Context: an optimization exercise on an open-source flow, tuned for small area. The choices shown serve that exercise and are no tape-out recipe. The RTL was checked by simulation tests, not by an equivalence proof against the original design. No activity file was given, so power comes from the tool's default toggle rates.

==> design.v <==
module irrig_node (
    input  wire       clk,
    input  wire       rst,
    input  wire       line_in,
    output wire       sw_drive,
    input  wire [7:0] moist,
    input  wire       rx_valid,
    input  wire [7:0] rx_data,
    output wire       tx_valid,
    output reg  [7:0] tx_data,
    output wire       zdata,
    output wire       zclk,
    output wire       zlatch
);
    localparam [3:0] S_AWAIT = 4'd0,
                     S_START = 4'd1,
                     S_MEAS  = 4'd2,
                     S_CHECK = 4'd3,
                     S_DONE  = 4'd4,
                     S_MOIST = 4'd5,
                     S_ZONE  = 4'd6,
                     S_ZHI   = 4'd7,
                     S_ZLO   = 4'd8,
                     S_ZLAT  = 4'd9,
                     S_CONV  = 4'd10,
                     S_SEND  = 4'd11;
    reg [3:0]  st;
    reg        rx_full;
    reg [3:0]  rxz;       
    reg [3:0]  zcur;      
    reg        zflag;     
    reg [6:0]  p;
    reg [7:0]  tmr;
    reg [7:0]  S;
    reg [15:0] R;
    reg        fs;        
    reg [1:0]  fh;
    reg [3:0]  ft, fu;
    reg        cact, lm;
    reg        ml;        
    reg [6:0]  txc;       
    localparam [6:0] TX_A = 7'd44, TX_V = 7'd127;    
    wire a_await = (st == S_AWAIT);
    wire a_start = (st == S_START);
    wire a_meas  = (st == S_MEAS);
    wire a_send  = (st == S_SEND);
    wire take      = a_await && rx_full;
    wire meas_end  = (line_in == p[0]);
    wire [7:0] tmr_inc = tmr + 8'd1;
    wire [6:0] p_inc   = p + 7'd1;
    wire tmr_lim   = (tmr == 8'd254);
    wire bitv      = (tmr >= 8'd30);
    wire bit_phase = !p[0] && (p[6:3] != 4'd0);
    wire b4_phase  = p[6] && (p[5:3] != 3'd0);
    wire byte_end  = (p[3:0] == 4'd6) && !b4_phase;
    wire last_ph   = (p == 7'd86);
    wire start_end = (p[1:0] == 2'd3) && (tmr == 8'd231);
    wire tx_v      = (txc == TX_V);
    wire tx_ready  = (txc == 7'd0) || tx_v;
    assign tx_valid = tx_v;
    wire write     = a_send && tx_ready;
    assign sw_drive = a_start;
    assign zclk     = (st == S_ZHI);
    assign zlatch   = (st == S_ZLAT);
    assign zdata    = ((p[2:0] + zcur[2:0]) == 3'd0);
    localparam [6:0] P_SIGN = 7'd7, P_TH = 7'd8, P_TT = 7'd9, P_TU = 7'd10,
                     P_MH = 7'd25, P_MT = 7'd26, P_MU = 7'd27,
                     P_ZONE = 7'd44;
    wire mag_zero = (fh == 2'd0) && (ft == 4'd0) && (fu == 4'd0);
    wire in_moist = (p == P_MH) || (p == P_MT) || (p == P_MU);
    reg  [7:0] s_op;
    always @(*) begin
        if (a_meas)             s_op = {R[6:0], bitv};
        else if (cact)          s_op = r_op;
        else case (p[1:0])
            2'd1:    s_op = 8'h9C;    
            2'd2:    s_op = 8'hF6;    
            default: s_op = 8'hFF;    
        endcase
    end
    wire [8:0] s_sum = {1'b0, S} + {1'b0, s_op};
    wire       s_ge  = s_sum[8];
    wire       d_zero = (tmr[3:0] == 4'd0);
    reg slot_empty;
    always @(*) begin
        case (p)
            P_SIGN: slot_empty = !fs;
            P_TH:   slot_empty = (fh == 2'd0);
            P_TT:   slot_empty = (fh == 2'd0) && (ft == 4'd0);
            P_MH:   slot_empty = !s_ge && d_zero;
            P_MT:   slot_empty = !s_ge && d_zero && !ml;
            default: slot_empty = 1'b0;
        endcase
    end
    always @(*) begin
        case (p[5:0])
            7'd1:  tx_data = "T";
            7'd2:  tx_data = "e";
            7'd3:  tx_data = "m";
            7'd4:  tx_data = "p";
            7'd5:  tx_data = ":";
            7'd6:  tx_data = " ";
            7'd7:  tx_data = "-";
            7'd8:  tx_data = {6'b001100, fh};
            7'd9:  tx_data = {4'h3, ft};
            7'd10: tx_data = {4'h3, fu};
            7'd11: tx_data = " ";
            7'd12: tx_data = "F";
            7'd13: tx_data = ",";
            7'd14: tx_data = " ";
            7'd15: tx_data = "M";
            7'd16: tx_data = "o";
            7'd17: tx_data = "i";
            7'd18: tx_data = "s";
            7'd19: tx_data = "t";
            7'd20: tx_data = "u";
            7'd21: tx_data = "r";
            7'd22: tx_data = "e";
            7'd23: tx_data = ":";
            7'd24: tx_data = " ";
            7'd25: tx_data = {4'h3, tmr[3:0]};
            7'd26: tx_data = {4'h3, tmr[3:0]};
            7'd27: tx_data = {4'h3, tmr[3:0]};
            7'd28: tx_data = ",";
            7'd29: tx_data = " ";
            7'd30: tx_data = "C";
            7'd31: tx_data = "u";
            7'd32: tx_data = "r";
            7'd33: tx_data = "r";
            7'd34: tx_data = "e";
            7'd35: tx_data = "n";
            7'd36: tx_data = "t";
            7'd37: tx_data = " ";
            7'd38: tx_data = "Z";
            7'd39: tx_data = "o";
            7'd40: tx_data = "n";
            7'd41: tx_data = "e";
            7'd42: tx_data = ":";
            7'd43: tx_data = " ";
            7'd44: tx_data = {4'h3, zcur};
            default: tx_data = 8'h0A;
        endcase
    end
    wire       neg    = R[15];
    wire       t_full = (tmr == 8'd255);
    wire       c_run  = cact && !t_full;
    wire [5:0] r      = S[5:0];
    wire       rcarry = lm ? (r >= 6'd5) : (r >= 6'd41);
    reg  [7:0] r_op;
    always @(*) begin
        case ({lm, rcarry})
            2'b11:   r_op = 8'hFB;    
            2'b10:   r_op = 8'd45;
            2'b01:   r_op = 8'hD7;    
            default: r_op = 8'd9;
        endcase
    end
    wire fin_corr = neg && (r == 6'd49) && (fs || mag_zero);
    wire q_step   = cact && (!t_full ? rcarry : (lm && fin_corr));
    wire q_up     = !neg || fs || mag_zero;          
    reg [1:0] fh_n;
    reg [3:0] ft_n, fu_n;
    always @(*) begin
        fh_n = fh; ft_n = ft; fu_n = fu;
        if (q_up) begin
            if (fu == 4'd9) begin
                fu_n = 4'd0;
                if (ft == 4'd9) begin ft_n = 4'd0; fh_n = fh + 2'd1; end
                else ft_n = ft + 4'd1;
            end else fu_n = fu + 4'd1;
        end else begin
            if (fu == 4'd0) begin
                fu_n = 4'd9;
                if (ft == 4'd0) begin ft_n = 4'd9; fh_n = fh - 2'd1; end
                else ft_n = ft - 4'd1;
            end else fu_n = fu - 4'd1;
        end
    end
    always @(posedge clk) begin
        if (rst) begin
            st      <= S_AWAIT;
            rx_full <= 1'b0;
            zcur    <= 4'd0;
            fs      <= 1'b0;
            fh      <= 2'd0;
            ft      <= 4'd3;
            fu      <= 4'd2;
            cact    <= 1'b0;
            txc     <= 7'd0;
        end else begin
            if (rx_valid && !rx_full)
                rx_full <= 1'b1;
            else if (take)
                rx_full <= 1'b0;
            if (write)
                txc <= TX_A;
            else if (tx_v)
                txc <= 7'd0;
            else
                txc <= {txc[5:0], txc[6] ^ txc[5]};
            if (st == S_CHECK) begin
                if (S == 8'd0) begin
                    fs <= 1'b0; fh <= 2'd0; ft <= 4'd3; fu <= 4'd2;
                    cact <= 1'b1;
                end
            end else begin
                if (q_step) begin
                    fh <= fh_n; ft <= ft_n; fu <= fu_n;
                    if (neg && mag_zero) fs <= 1'b1;
                end
                if (t_full && lm)
                    cact <= 1'b0;
            end
            if (take && rxz != 4'd0)
                zcur <= rxz;
            case (st)
                S_AWAIT: if (rx_full) st <= S_START;
                S_START: if (start_end) st <= S_MEAS;
                S_MEAS: begin
                    if (meas_end) begin
                        if (last_ph) st <= S_CHECK;
                    end else if (tmr_lim) begin
                        st <= S_DONE;
                    end
                end
                S_CHECK: st <= S_DONE;
                S_DONE:  st <= S_MOIST;
                S_MOIST: st <= S_ZONE;
                S_ZONE:  st <= zflag ? S_ZHI : S_CONV;
                S_ZHI:   st <= S_ZLO;
                S_ZLO:   st <= (p[2:0] == 3'd7) ? S_ZLAT : S_ZHI;
                S_ZLAT:  st <= S_CONV;
                S_CONV:  st <= S_SEND;
                S_SEND:  if (write && p == P_ZONE) st <= S_AWAIT;
                default: st <= S_AWAIT;
            endcase
        end
    end
    always @(posedge clk) begin
        if (rx_valid && !rx_full)
            rxz <= (rx_data >= 8'h31 && rx_data <= 8'h38) ? rx_data[3:0] : 4'd0;
        if (take)
            zflag <= (rxz != 4'd0);
        if (a_await)
            tmr <= 8'd0;
        else if (a_start)
            tmr <= start_end ? 8'd0 : tmr_inc;
        else if (a_meas)
            tmr <= meas_end ? 8'd1 : tmr_inc;
        else if (st == S_CHECK)
            tmr <= ~R[7:0];
        else if (cact) begin
            if (!t_full)
                tmr <= tmr_inc;
            else if (!lm)
                tmr <= ~{R[14:8], 1'b0};
        end else if (a_send && in_moist) begin
            if (write) tmr[3:0] <= 4'd0;
            else if (s_ge) tmr[3:0] <= tmr_inc[3:0];
        end else if (a_send && write && p == 7'd24)
            tmr[3:0] <= 4'd0;
        if (take)
            p <= 7'd0;
        else if (a_start) begin
            if (start_end || tmr == 8'd255) p <= p_inc;
        end else if (a_meas) begin
            if (meas_end) p <= p_inc;
        end else if (st == S_ZONE || st == S_CONV)
            p <= 7'd0;
        else if (st == S_ZLO)
            p <= p_inc;
        else if (a_send) begin
            if (write || slot_empty) p <= p_inc;
        end
        if (take)
            S <= 8'd0;
        else if (a_meas) begin
            if (meas_end && bit_phase) begin
                if (b4_phase) S <= {S[6:0], S[7] ^ bitv};
                else if (byte_end) S <= s_sum[7:0];
            end
        end else if (st == S_CHECK)
            S <= neg ? 8'd24 : 8'd25;
        else if (c_run)
            S <= s_sum[7:0];
        else if (a_send && write && p == 7'd24)
            S <= R[7:0];
        else if (a_send && in_moist && !write && s_ge)
            S <= s_sum[7:0];
        if (a_meas) begin
            if (meas_end && bit_phase && !b4_phase) R <= {R[14:0], bitv};
        end else if (st == S_MOIST)
            R[7:0] <= moist;
        if (st == S_CHECK)
            lm <= 1'b0;
        else if (cact && t_full)
            lm <= 1'b1;
        if (st == S_MOIST) ml <= 1'b0;
        else if (write && p == P_MH) ml <= 1'b1;
    end
endmodule
==> flow/run.sh <==
#!/bin/bash
# Layout flow: the standard flow with three changes.
#  1. Synthesis maps the logic with an area-oriented ABC script (flow/abc_map.script)
#     and leaves adders to ABC instead of the adder cell map. Registers, their names
#     and cell types are those of the standard synthesis.
#  2. Clock tree synthesis adds no dummy loads (the tree itself is the standard one).
#  3. Port buffering uses the smallest buffer cell (one buffer on every port, as before).
# Everything else is the standard flow unchanged.
set -euo pipefail
here=$(pwd)
# a private copy of the ORFS scripts, differing only in the ABC mapping script
rm -rf "$here/synth_scripts"
cp -r "$FLOW_HOME/scripts" "$here/synth_scripts"
cp "$here/flow/abc_map.script" "$here/synth_scripts/abc_speed.script"
bash standard.sh SCRIPTS_DIR="$here/synth_scripts" ADDER_MAP_FILE= synth > "$here/standard_synth.log" 2>&1
bash standard.sh \
  CTS_ARGS="-sink_clustering_enable -repair_clock_nets -buf_list sky130_fd_sc_hd__clkbuf_8 -dont_use_dummy_load" \
  BUFFER_PORTS_ARGS="-buffer_cell sky130_fd_sc_hd__buf_1" \
  finish > "$here/standard_finish.log" 2>&1
==> flow/abc_map.script <==
strash
&get -n
&fraig -x
&put
scorr
dc2
strash
&get -n
&dch -f
&nf -R 1000 -p -C 32
&put
==> standard.sh <==
#!/bin/bash
# synth_recipe.tcl (not shown) runs the flow's synth.tcl, then flattens the netlist and writes it again
# the make line also repeats each setting of config.mk as NAME=value (left out here)
make -C /OpenROAD-flow-scripts/flow DESIGN_CONFIG=/design/flow/config.mk WORK_HOME=/design/flow/orfs CLKGATE_MAP_FILE= SYNTH_SCRIPT=/design/flow/synth_recipe.tcl "${@:-finish}"
==> config.mk <==
export PLATFORM = sky130hd
export DESIGN_NAME = irrig_node
export DESIGN_NICKNAME = irrig_node
export VERILOG_FILES = /design/flow/design.v
export SDC_FILE = /design/flow/constraint.sdc
export NUM_CORES = 4
export LEC_CHECK = 0
export CAP_MARGIN = 20
export CORE_MARGIN = 2
export CORE_UTILIZATION = 65
export CTS_BUF_LIST = sky130_fd_sc_hd__clkbuf_8
export PLACE_DENSITY = 0.75
export SLEW_MARGIN = 20
==> constraint.sdc <==
create_clock -name core_clock -period 20.0 [get_ports {clk}]
set_input_delay 4.0000 -clock core_clock [delete_from_list [all_inputs] [get_ports {clk}]]
set_output_delay 4.0000 -clock core_clock [all_outputs]
set_load 0.01 [all_outputs]
==> flow_metrics.py, run 1 <==
metrics = {
    "run_status": {
        "status": "timing/DRC/antenna clean",
    },
    "final_layout": {
        "area_growth_pct": 8.02,
        "diodes": 0,
        "fin_nets": 718,
        "drive_above_1_share_pct": 2.01,
        "design_area_mm2": 0.00522,
        "fillers": 596,
        "post-route-util_pct": 72.4,
    },
    "setup_path": {
        "critPathLaunchType": "flop",
        "end_kind": "primary output",
        "critical_path_class": "reg -> out",
        "cp.buffers_inverters": 1,
        "cp_max_fo": 15,
        "worstPathArrival_ns": 2.74,
        "crit_chain": "nor2b_1, nand2_1, nor2_1, a211oi_1, nand3_1, nor2_1, nand4_1, nand4_1, buf_1",
        "cp_top_family": "simple AND/OR/NAND/NOR gates",
        "crit_slowest_cell": "dfxtp_1",
        "worstPathRequired_ns": 16.00,
        "critPathMaxStageDelay_ns": 0.64,
    },
    "detailed_routing": {
        "drc": 0,
        "num_vias": 5428,
        "routed_wl_um": 15100,
        "drt-met1-wl_um": 5970,
        "drtAntennaViolNets": 0,
        "via_per_inst": 6.83,
        "wl_per_cell_um": 19.0,
        "wl_met3_um": 1830,
        "drt-initial-drc-count": 761,
        "wl_met2_um": 6750,
        "drtPass1Iterations": 5,
        "highest_layer": "met4",
    },
    "clock_network": {
        "clk_pin_slew_worst_paths_ns": 0.09,
        "cts.repair.resized": 0,
        "cts_tree": "yes",
        "insertion_delay_ns": 0.35,
        "cts.path.max_buffers": 2,
        "cts_max_level": 3,
        "cts_buffers": 9,
        "clkSinkCount": 74,
        "post_cts_buffers": 0,
        "root_buffer": "clkbuf_8",
        "hold_buffers": 0,
    },
    "synthesis": {
        "yosysSeqAreaShare_pct": 35.0,
        "synth_top_cell_area_share_pct": 21.9,
        "synth.cells.most_frequent": "nor2_1 (129), nand2_1 (72), a21oi_1 (58)",
        "synth_area_per_cell_um2": 7.39,
        "synth_ff_type": "dfxtp_1",
        "yosys_register_bits": 74,
        "synth_area_leader_cell": "dfxtp_1",
        "synth_edf_count": 21,
        "syn_inst": 654,
        "synth_area_leaders": "dfxtp_1 (22%), edfxtp_1 (13%), nor2_1 (10%)",
        "synth.most_common_cell": "nor2_1",
        "async_flop_share_pct": 0,
        "yosysWarnings": 1,
        "ys_types": 54,
        "syn-cell-area_mm2": 0.00484,
        "synthesis.nets": 674,
    },
    "sta": {
        "hold_viol_final": 0,
        "fin_crit_sh_pct": 33.7,
        "finalClockSkew_ns": 0.0273,
        "rsz0062_at_grt": "no",
        "drv_slew": 0,
        "worst_pin_slew_ns": 0.936,
        "timing.setup.tns_ns": 0,
        "setup_violations": 0,
        "period_minus_slack_ns": 6.74,
        "fmax_ghz": 0.148,
        "whs_ns": 0.437,
        "relSlewSlack_pct": 37.6,
    },
    "global_routing": {
        "grtUsageTotal_pct": 36.5,
        "antenna_found_initial": 0,
        "grt.overflow.total": 0,
        "grt_max_degree": 26,
        "grt_pass1_wl_um": 24100,
        "grt_pass1_vias": 5114,
    },
    "placed_design": {
        "dp_hpwl_um": 11200,
        "dpl_cell_area_mm2": 0.00509,
        "gp_congestion": 1.00,
        "io_buffers": 31,
    },
    "floorplanning": {
        "initial_core_util_pct": 67.0,
        "coreArea_mm2": 0.00721,
        "top_level_ports": 33,
        "die_w_um": 90.3,
        "rows": 31,
        "die_h_um": 90.3,
        "dieArea_mm2": 0.00815,
    },
    "flow_run": {
        "drv_cap": 0,
    },
    "min_path": {
        "hold_class": "reg -> reg",
    },
    "power_and_ir_drop": {
        "p_per_area_mw_per_mm2": 124,
        "leakage_nw": 1.79,
        "irDropWorstVdd_uv": 136,
    },
}
## routing by layer
| layer | global-route usage, % | vias up |
|---|---|---|
| li1 | - | 2512 |
| met1 | 47.7 | 2436 |
| met2 | 57.5 | 405 |
| met3 | 9.77 | 75 |
| met4 | 15.0 | 0 |
| met5 | 0 | - |
## per-stage QoR
| stage | power (mW) | setup slack, ns | std cells |
|---|---|---|---|
| 2_1_floorplan | 0.462 | 14.23 | 654 |
| 3_3_place_gp | 0.538 | 13.64 | 786 |
| 3_5_place_dp | 0.546 | 13.71 | 786 |
| 4_1_cts | 0.636 | 13.33 | 795 |
| 5_1_grt | 0.689 | 13.05 | 795 |
| 6_report | 0.650 | 13.26 | 795 |
## sequential cells by signal, indices dropped and copies added, names as in the netlist, 7 cells and up
signal and flops:
tmr 8, R 16, txc 7, p 7
S 8
## kinds of logic (layout without fill, tap and decap cells)
logic type,count (synthesis),count (layout),share of synthesized area (%)
simple gates,344,344,33.1
compound gates,191,191,24.6
flops,74,74,35.0
xor+xnor,29,29,5.25
buf+inv,9,51,0.776
fa+ha+maj,5,5,1.03
other cells,1,1,0.0775
mux,1,1,0.207
## final cells by class
class / instances / area [µm²] / area share [%]
multi-input cells: 571 / 3120 / 59.6
flip-flops and latches: 74 / 1690 / 32.4
repair buffers: 34 / 139 / 2.66
clock buffers: 9 / 124 / 2.37
well taps: 99 / 124 / 2.37
inverters: 8 / 30.0 / 0.575
## power by group
group,internal (mW),leakage [nW],switching [mW]
clock,0.0403,0.0647,0.0507
sequential,0.175,0.624,0.0381
combinational,0.135,1.10,0.211
total,0.350,1.79,0.300
## worst paths after layout
| kind | startpoint | endpoint | slack, ns | depth (start not counted) |
|---|---|---|---|---|
| worst max-delay path | p[3] | tx_data[1] | 13.26 | 9 |
| worst min-delay path | R[12] | R[13] | 0.44 | 0 |
| worst max register to register | st[1] | p[6] | 13.50 | 21 |
| worst min register to register | R[12] | R[13] | 0.44 | 0 |
## cells in the final DEF, fill, tap and decap left out, types with 13 or more instances in the layout
cell type    n
nor3_1      39
nand3_1     13
nor2b_1     19
a21oi_1     57
buf_1       31
nor2_1     129
dfxtp_1     53
nand2b_1    16
nand2_1     72
xnor2_1     18
edfxtp_1    21
o21ai_0     51
==> run 2, diff against run 1 <==
==> flow/abc_map.script (replaced) <==
strash
&get -n
&fraig -x
&put
scorr
dc2
strash
&get -n
&deepsyn -T 60
&put
strash
&get -n
&dch -f
&nf -R 1000 -p -C 32
&put
mfs2 -W 4
strash
&get -n
&dch -f
&nf -R 1000 -p -C 32
&put
==> run 2 against run 1 <==
Effect of this change: die area shrank 9.3%; flip-flop and latch count unchanged; global-route usage fell by 2.2 points; synthesized cell count decreased by 16%; area after synthesis shrank 9.7%; sequential share of layout area up 3.5 points; critical path depth is 1 lower; critical endpoint unchanged; highest routed layer unchanged.
==> flow_metrics.py, run 2 <==
metrics = {
    "run_status": {
        "status": "timing/DRC/antenna clean",
    },
    "placed_design": {
        "gp_congestion": 0.983,
        "dp_hpwl_um": 9290,
        "place_inst": 661,
        "io_buffers": 31,
    },
    "synthesis": {
        "synth_ff_type": "dfxtp_1",
        "ys_types": 53,
        "syn-cell-area_mm2": 0.00437,
        "yosysSeqAreaShare_pct": 38.7,
        "synthesis.nets": 572,
        "synth.cells.most_frequent": "nor2_1 (103), dfxtp_1 (53), a21oi_1 (43), nand2_1 (43), o21ai_0 (35)",
        "yosys_register_bits": 74,
        "synth_area_leader_cell": "dfxtp_1",
        "async_flop_share_pct": 0,
        "synth_area_per_cell_um2": 7.91,
        "synth_top_cell_area_share_pct": 24.3,
        "yosysWarnings": 1,
        "syn_inst": 552,
        "synth_area_leaders": "dfxtp_1 (24%), edfxtp_1 (14%), nor2_1 (8.9%)",
        "synth.most_common_cell": "nor2_1",
        "synth_edf_count": 21,
    },
    "final_layout": {
        "mostFrequentLayoutCells": "nor2_1 (103), dfxtp_1 (53), nand2_1 (43), a21oi_1 (43), o21ai_0 (35)",
        "largest_reg_flops": 16,
        "fin_nets": 615,
        "drive_above_1_share_pct": 1.85,
        "diodes": 0,
        "area_growth_pct": 7.88,
        "reg_top3": "R: 16 flops, S: 8 flops, tmr: 8 flops",
        "final_common_cell": "nor2_1",
        "instances_no_fill": 670,
        "fillers": 525,
        "regMostFlops": "R",
        "post-route-util_pct": 73.3,
    },
    "detailed_routing": {
        "wl_per_cell_um": 18.6,
        "drtAntennaViolNets": 0,
        "via_per_inst": 6.91,
        "drtPass1Iterations": 8,
        "drc": 0,
        "drt-initial-drc-count": 583,
        "num_vias": 4628,
        "routed_wl_um": 12500,
    },
    "power_and_ir_drop": {
        "pwr-share-clk_pct": 15.8,
        "swShare_pct": 43.9,
        "irDropWorstVdd_uv": 74.0,
        "p_sw_mw": 0.245,
        "p_comb_share_pct": 44.6,
        "p_total_mw": 0.558,
        "seqPwrFrac_pct": 39.6,
        "p_int_mw": 0.313,
        "leakage_nw": 1.59,
        "p_per_area_mw_per_mm2": 118,
    },
    "floorplanning": {
        "coreArea_mm2": 0.00642,
        "die_h_um": 86.0,
        "top_level_ports": 33,
        "initial_core_util_pct": 68.0,
        "die_w_um": 86.0,
        "rows": 29,
        "dieArea_mm2": 0.00739,
    },
    "clock_network": {
        "cts_tree": "yes",
        "post_cts_buffers": 0,
        "insertion_delay_ns": 0.35,
        "clk_pin_slew_worst_paths_ns": 0.08,
        "clkSinkCount": 74,
        "root_buffer": "clkbuf_8",
        "cts.repair.resized": 0,
        "cts_max_level": 3,
        "cts.path.max_buffers": 2,
        "cts_buffers": 9,
        "hold_buffers": 0,
    },
    "setup_path": {
        "worstPathArrival_ns": 3.05,
        "worstPathRequired_ns": 16.00,
        "cp_top_family": "flip-flops",
        "end_kind": "primary output",
        "critical_path_class": "reg -> out",
        "crit_slowest_cell": "dfxtp_1",
        "critPathMaxStageDelay_ns": 0.87,
        "cp_max_fo": 24,
        "cp.depth": 8,
        "critPathLaunchType": "flop",
        "crit_chain": "clkinv_1, nand2_1, a211oi_1, a32oi_1, nand2_1, a222oi_1, nand2_1, buf_1",
        "timing.rr.end": "p[6]",
        "cp_common_cell": "nand2_1",
        "r2r_slack_ns": 13.30,
        "cp.buffers_inverters": 2,
        "timing.rr.start": "st[2]",
        "reg2reg_depth": 25,
    },
    "global_routing": {
        "grt_pass1_vias": 4224,
        "grt-busiest-layer": "met2",
        "grt_use_met2_pct": 55.3,
        "antenna_found_initial": 0,
        "grt_use_met1_pct": 46.1,
        "grt_max_degree": 26,
        "grt_pass1_wl_um": 20200,
        "grt.overflow.total": 0,
        "use_met3_pct": 7.22,
        "grtUsageTotal_pct": 34.3,
    },
    "sta": {
        "fin_crit_sh_pct": 35.3,
        "rsz0062_at_grt": "no",
        "relSlewSlack_pct": 39.6,
        "hold_viol_final": 0,
        "drv_slew": 0,
        "setup_violations": 0,
        "worst_pin_slew_ns": 0.906,
        "period_minus_slack_ns": 7.05,
        "whs_ns": 0.468,
        "timing.setup.tns_ns": 0,
        "finalClockSkew_ns": 0.0183,
        "fmax_ghz": 0.142,
    },
    "min_path": {
        "hold_end": "R[9]",
        "hold_start": "R[8]",
        "hold_path_depth": 0,
        "hold_class": "reg -> reg",
    },
    "flow_run": {
        "drv_cap": 0,
    },
}
run 2: cell count changes after synthesis, sizes merged, moves of 6 or more:
cell | before | now
and2 | 5 | 13
a21oi | 58 | 43
a22o | 1 | 7
nand2 | 72 | 43
nor3 | 40 | 24
nand3 | 13 | 24
o21ai | 51 | 35
nor2 | 129 | 103
a211oi | 9 | 2
a31oi | 12 | 6
run 2: power by group through the flow:
stage	registers (mW)	clock network, mW	logic [mW]
after global placement	0.219	0	0.236
after CTS	0.218	0.0893	0.242
after detailed placement	0.221	0	0.241
after floorplan	0.206	0	0.186
final	0.221	0.0879	0.249
after global routing	0.224	0.0950	0.272
run 2: per-layer routing:
layer  share of wire (%)  vias to the layer above
met3                  11                       38
met1                  42                     2159
li1                    -                     2131
met2                  45                      300
met4                 2.5                        0
met5                   0                        -
run 2: worst reg2reg max path, delay by kind of cell (launching register included):
family / cells / cell delay (ns)
buffers and inverters: 1 / 0.14
AO/OA/AOI/OAI: 8 / 1.80
XOR/XNOR: 1 / 0.15
flip-flops: 1 / 0.37
AND/OR/NAND/NOR: 13 / 3.29
adder cells (fa/ha/maj): 2 / 0.80
run 2: cells by family after synthesis:
kind of cell | count (synthesis) | share of synthesized area (%)
XOR/XNOR | 27 | 5.42
flip-flops | 74 | 38.7
AO/OA/AOI/OAI | 160 | 23.9
other | 1 | 0.0859
AND/OR/NAND/NOR | 277 | 30.4
buffers and inverters | 11 | 1.03
adder cells (fa/ha/maj) | 2 | 0.458
run 2: worst max path at each step:
stage                      end  start  slack [ns]
floorplan           tx_data[1]   p[0]       13.98
global placement    tx_data[1]   p[0]       13.45
detailed placement  tx_data[1]   p[0]       13.40
CTS                 tx_data[1]   p[0]       13.03
global route        tx_data[1]   p[0]       12.74
finish              tx_data[1]   p[0]       12.95
run 2: per-stage QoR:
step	setup slack, ns	area [µm²]
final	12.95	4710
after floorplan	13.98	4370
after detailed placement	13.40	4590
after global placement	13.45	4590
after CTS	13.03	4710
after global routing	12.74	4710
run 2: area by class of cell:
| type | instances | area [µm²] | share of cell area, % |
|---|---|---|---|
| multi-input combinational | 467 | 2630 | 55.8 |
| sequential | 74 | 1690 | 35.9 |
| timing repair buffer | 33 | 131 | 2.79 |
| clock buffer | 9 | 124 | 2.63 |
| tap | 77 | 96.3 | 2.05 |
| inverter | 10 | 37.5 | 0.797 |
==> run 3, diff against run 2 <==
--- a/design.v
+++ b/design.v
@@ -37,7 +37,6 @@
     reg [1:0]  fh;
     reg [3:0]  ft, fu;
     reg        cact, lm;
-    reg        ml;        
     reg [6:0]  txc;       
     localparam [6:0] TX_A = 7'd44, TX_V = 7'd127;    
     wire a_await = (st == S_AWAIT);
@@ -81,6 +80,7 @@
     wire [8:0] s_sum = {1'b0, S} + {1'b0, s_op};
     wire       s_ge  = s_sum[8];
     wire       d_zero = (tmr[3:0] == 4'd0);
+    wire       ml     = tmr[4];         
     reg slot_empty;
     always @(*) begin
         case (p)
@@ -255,10 +255,12 @@
             else if (!lm)
                 tmr <= ~{R[14:8], 1'b0};
         end else if (a_send && in_moist) begin
-            if (write) tmr[3:0] <= 4'd0;
-            else if (s_ge) tmr[3:0] <= tmr_inc[3:0];
+            if (write) begin
+                tmr[3:0] <= 4'd0;
+                if (p == P_MH) tmr[4] <= 1'b1;     
+            end else if (s_ge) tmr[3:0] <= tmr_inc[3:0];
         end else if (a_send && write && p == 7'd24)
-            tmr[3:0] <= 4'd0;
+            tmr[4:0] <= 5'd0;
         if (take)
             p <= 7'd0;
         else if (a_start) begin
@@ -295,7 +297,5 @@
             lm <= 1'b0;
         else if (cact && t_full)
             lm <= 1'b1;
-        if (st == S_MOIST) ml <= 1'b0;
-        else if (write && p == P_MH) ml <= 1'b1;
     end
 endmodule
--- a/flow/abc_map.script
+++ b/flow/abc_map.script
@@ -19,3 +19,18 @@
 &dch -f
 &nf -R 1000 -p -C 32
 &put
+strash
+&get -n
+&deepsyn -T 60
+&put
+strash
+&get -n
+&dch -f
+&nf -R 1000 -p -C 32
+&put
+mfs2 -W 4
+strash
+&get -n
+&dch -f
+&nf -R 1000 -p -C 32
+&put
==> run 3 against run 2 <==
Effect of this change: utilization is 0.15 points lower; synthesized cell count is 0.36% lower; clock-buffer cell count unchanged; worst setup slack improved by 0.15 ns; non-clock buffer count decreased by 1; combinational power about the same; power shrank 0.30%; largest cell class unchanged; largest power group unchanged.
==> flow_metrics.py, run 3 <==
metrics = {
    "placed_design": {
        "io_buffers": 31,
        "gp_congestion": 1.05,
        "dp_hpwl_um": 9050,
        "pre_cts_slack_ns": 13.60,
    },
    "setup_path": {
        "cp_max_fo": 23,
        "r2r_slack_ns": 13.50,
        "critPathLaunchType": "flop",
        "critical_path_class": "reg -> out",
        "worstPathRequired_ns": 16.00,
        "timing.rr.end": "p[6]",
        "crit_slowest_cell": "dfxtp_1",
        "end_kind": "primary output",
        "reg2reg_depth": 24,
        "crit_chain": "clkinv_1, nand2_1, nor3_1, a2111oi_0, o21ai_0, nor2_1, a221oi_1, buf_1",
        "timing.rr.start": "st[3]",
        "worstPathArrival_ns": 2.90,
        "critPathMaxStageDelay_ns": 0.90,
    },
    "global_routing": {
        "grtUsageTotal_pct": 35.0,
        "grt_pass1_wl_um": 20400,
        "grt_pass1_vias": 4227,
        "grt.overflow.total": 0,
        "grt_max_degree": 24,
        "antenna_found_initial": 0,
    },
    "min_path": {
        "hold_class": "reg -> reg",
        "hold_end": "R[9]",
        "hold_path_depth": 0,
        "hold_start": "R[8]",
    },
    "floorplanning": {
        "initial_core_util_pct": 67.8,
        "top_level_ports": 33,
        "rows": 29,
        "die_h_um": 85.6,
        "coreArea_mm2": 0.00639,
        "die_w_um": 85.6,
        "dieArea_mm2": 0.00733,
    },
    "sta": {
        "finalClockSkew_ns": 0.0198,
        "whs_ns": 0.449,
        "hold_viol_final": 0,
        "setup_violations": 0,
        "fmax_ghz": 0.145,
        "worst_pin_slew_ns": 1.01,
        "period_minus_slack_ns": 6.90,
        "drv_slew": 0,
        "timing.setup.tns_ns": 0,
        "fin_crit_sh_pct": 34.5,
        "setup_ws_ns": 13.10,
        "relSlewSlack_pct": 32.3,
        "rsz0062_at_grt": "no",
    },
    "detailed_routing": {
        "drtPass1Iterations": 10,
        "drt-initial-drc-count": 740,
        "wl_met3_um": 1550,
        "routed_wl_um": 12400,
        "num_vias": 4638,
        "via_per_inst": 6.95,
        "drc": 0,
        "highest_layer": "met4",
        "drtAntennaViolNets": 0,
        "wl_per_cell_um": 18.6,
        "wl_met2_um": 5490,
        "drt-met1-wl_um": 4970,
    },
    "synthesis": {
        "synth_area_leaders": "dfxtp_1 (24%), edfxtp_1 (15%), nor2_1 (8.8%)",
        "synth.most_common_cell": "nor2_1",
        "yosysWarnings": 1,
        "ys_types": 55,
        "async_flop_share_pct": 0,
        "synthesis.nets": 570,
        "synth.cells.most_frequent": "nor2_1 (102), nand2_1 (61), dfxtp_1 (52)",
        "synth_edf_count": 21,
        "synth_top_cell_area_share_pct": 24.0,
        "yosys_register_bits": 73,
        "syn_inst": 550,
        "syn-cell-area_mm2": 0.00433,
        "synth_area_leader_cell": "dfxtp_1",
        "synth_area_per_cell_um2": 7.88,
        "yosysSeqAreaShare_pct": 38.6,
        "synth_ff_type": "dfxtp_1",
    },
    "power_and_ir_drop": {
        "irDropWorstVdd_uv": 84.8,
        "leakage_nw": 1.64,
        "p_per_area_mw_per_mm2": 119,
    },
    "final_layout": {
        "largest_reg_flops": 16,
        "reg_top3": "R: 16 flops, S: 8 flops, tmr: 8 flops",
        "fin_nets": 612,
        "area_growth_pct": 7.91,
        "diodes": 0,
        "regMostFlops": "R",
        "mostFrequentLayoutCells": "nor2_1 (102), nand2_1 (61), dfxtp_1 (52), nor3_1 (35), a21oi_1 (33)",
        "final_common_cell": "nor2_1",
        "drive_above_1_share_pct": 1.86,
    },
    "clock_network": {
        "insertion_delay_ns": 0.35,
        "post_cts_buffers": 0,
        "clkSinkCount": 73,
        "cts.path.max_buffers": 2,
        "root_buffer": "clkbuf_8",
        "cts_buffers": 9,
        "cts.repair.resized": 0,
        "hold_buffers": 0,
        "clk_pin_slew_worst_paths_ns": 0.06,
        "cts_max_level": 3,
        "cts_tree": "yes",
    },
    "run_status": {
        "status": "timing/DRC/antenna clean",
    },
    "flow_run": {
        "drv_cap": 0,
    },
}
-- run 3: cell count changes after synthesis, sizes merged, moves of 5 or more --
cell / previous run / this run
nand2: 43 / 61
nor3: 24 / 35
a21oi: 43 / 33
nor2b: 15 / 7
nand3: 24 / 17
xor2: 9 / 3
o211ai: 6 / 1
o21a: 7 / 2
-- run 3: worst max-delay path by stage --
stage | to | cells after the start | start | slack, ns
2_1_floorplan | tx_data[5] | 7 | p[0] | 14.24
3_3_place_gp | tx_data[5] | 8 | p[0] | 13.59
3_5_place_dp | tx_data[5] | 8 | p[0] | 13.60
4_1_cts | tx_data[5] | 8 | p[0] | 13.23
5_1_grt | tx_data[5] | 8 | p[0] | 12.94
6_report | tx_data[5] | 8 | p[0] | 13.10
-- run 3: power breakdown --
| part | switching, mW | internal, mW | leakage, nW | total, mW |
|---|---|---|---|---|
| combinational | 0.157 | 0.0942 | 0.959 | 0.251 |
| sequential | 0.0420 | 0.174 | 0.615 | 0.216 |
| clock | 0.0489 | 0.0402 | 0.0647 | 0.0891 |
| total | 0.248 | 0.309 | 1.64 | 0.556 |
-- run 3: cell type report --
cell class / count / area (µm²)
Fill cell: 511 / 1710
Sequential cell: 73 / 1670
Timing Repair Buffer: 32 / 124
Multi-Input combinational cell: 465 / 2620
Inverter: 11 / 41.3
Tap cell: 77 / 96.3
Clock buffer: 9 / 124
-- run 3: cells by family after synthesis --
logic type,synth area share [%]
other,0.0866
XOR/XNOR,5.05
AND/OR/NAND/NOR,31.5
buffers and inverters,1.13
multiplexers,0.751
adder cells (fa/ha/maj),0.693
flip-flops,38.6
AO/OA/AOI/OAI,22.2
-- run 3: critical path: cells and delay by family, from the launching register on --
family | cells | cell delay, ns
flops | 1 | 0.90
compound gates | 3 | 0.64
buf+inv | 2 | 0.62
simple gates | 3 | 0.40
-- run 3: stage by stage --
step	utilization [%]	total power, mW	instance area (µm²)	cells
after detailed placement	71.2	0.456	4540	658
after global routing	73.2	0.589	4670	667
after floorplan	-	0.388	4330	550
final	73.2	0.556	4670	667
after global placement	71.2	0.452	4540	658
after CTS	73.1	0.544	4670	667
-- run 3: routing by layer --
layer,vias to the layer above,track usage [%]
li1,2123,-
met1,2110,47.3
met2,347,53.3
met3,58,10.2
met4,0,12.7
met5,-,0

## port drivers added, routing unchanged
How much do the figures lean on ideal ports? The routed layouts below were timed once more, with nothing changed but the port constraints.
Step 1, drivers: a clkbuf_16 drives clk and a buf_2 each remaining input, both assumed.
Step 2, shift: input delay + t, output delay - t, t = (earliest + latest rising clock arrival at the registers) / 2. This alone moves slack from input paths to output paths.
a / b / c = ideal / step 1 / step 2; a / b = the first two.
run	t, ns	slack for setup (ns)	worst hold slack (ns)	worst register clock-pin slew, ns	pins driven straight from the clock port
run 1	0.372	13.258 / 13.224 / 13.501	0.437 / 0.437 / 0.437	0.09 / 0.09	1
run 2	0.372	12.946 / 12.917 / 13.289	0.468 / 0.468 / 0.468	0.08 / 0.08	1
run 3	0.368	13.098 / 13.067 / 13.435	0.449 / 0.449 / 0.449	0.08 / 0.08	1
After both steps every run listed still meets setup and hold.
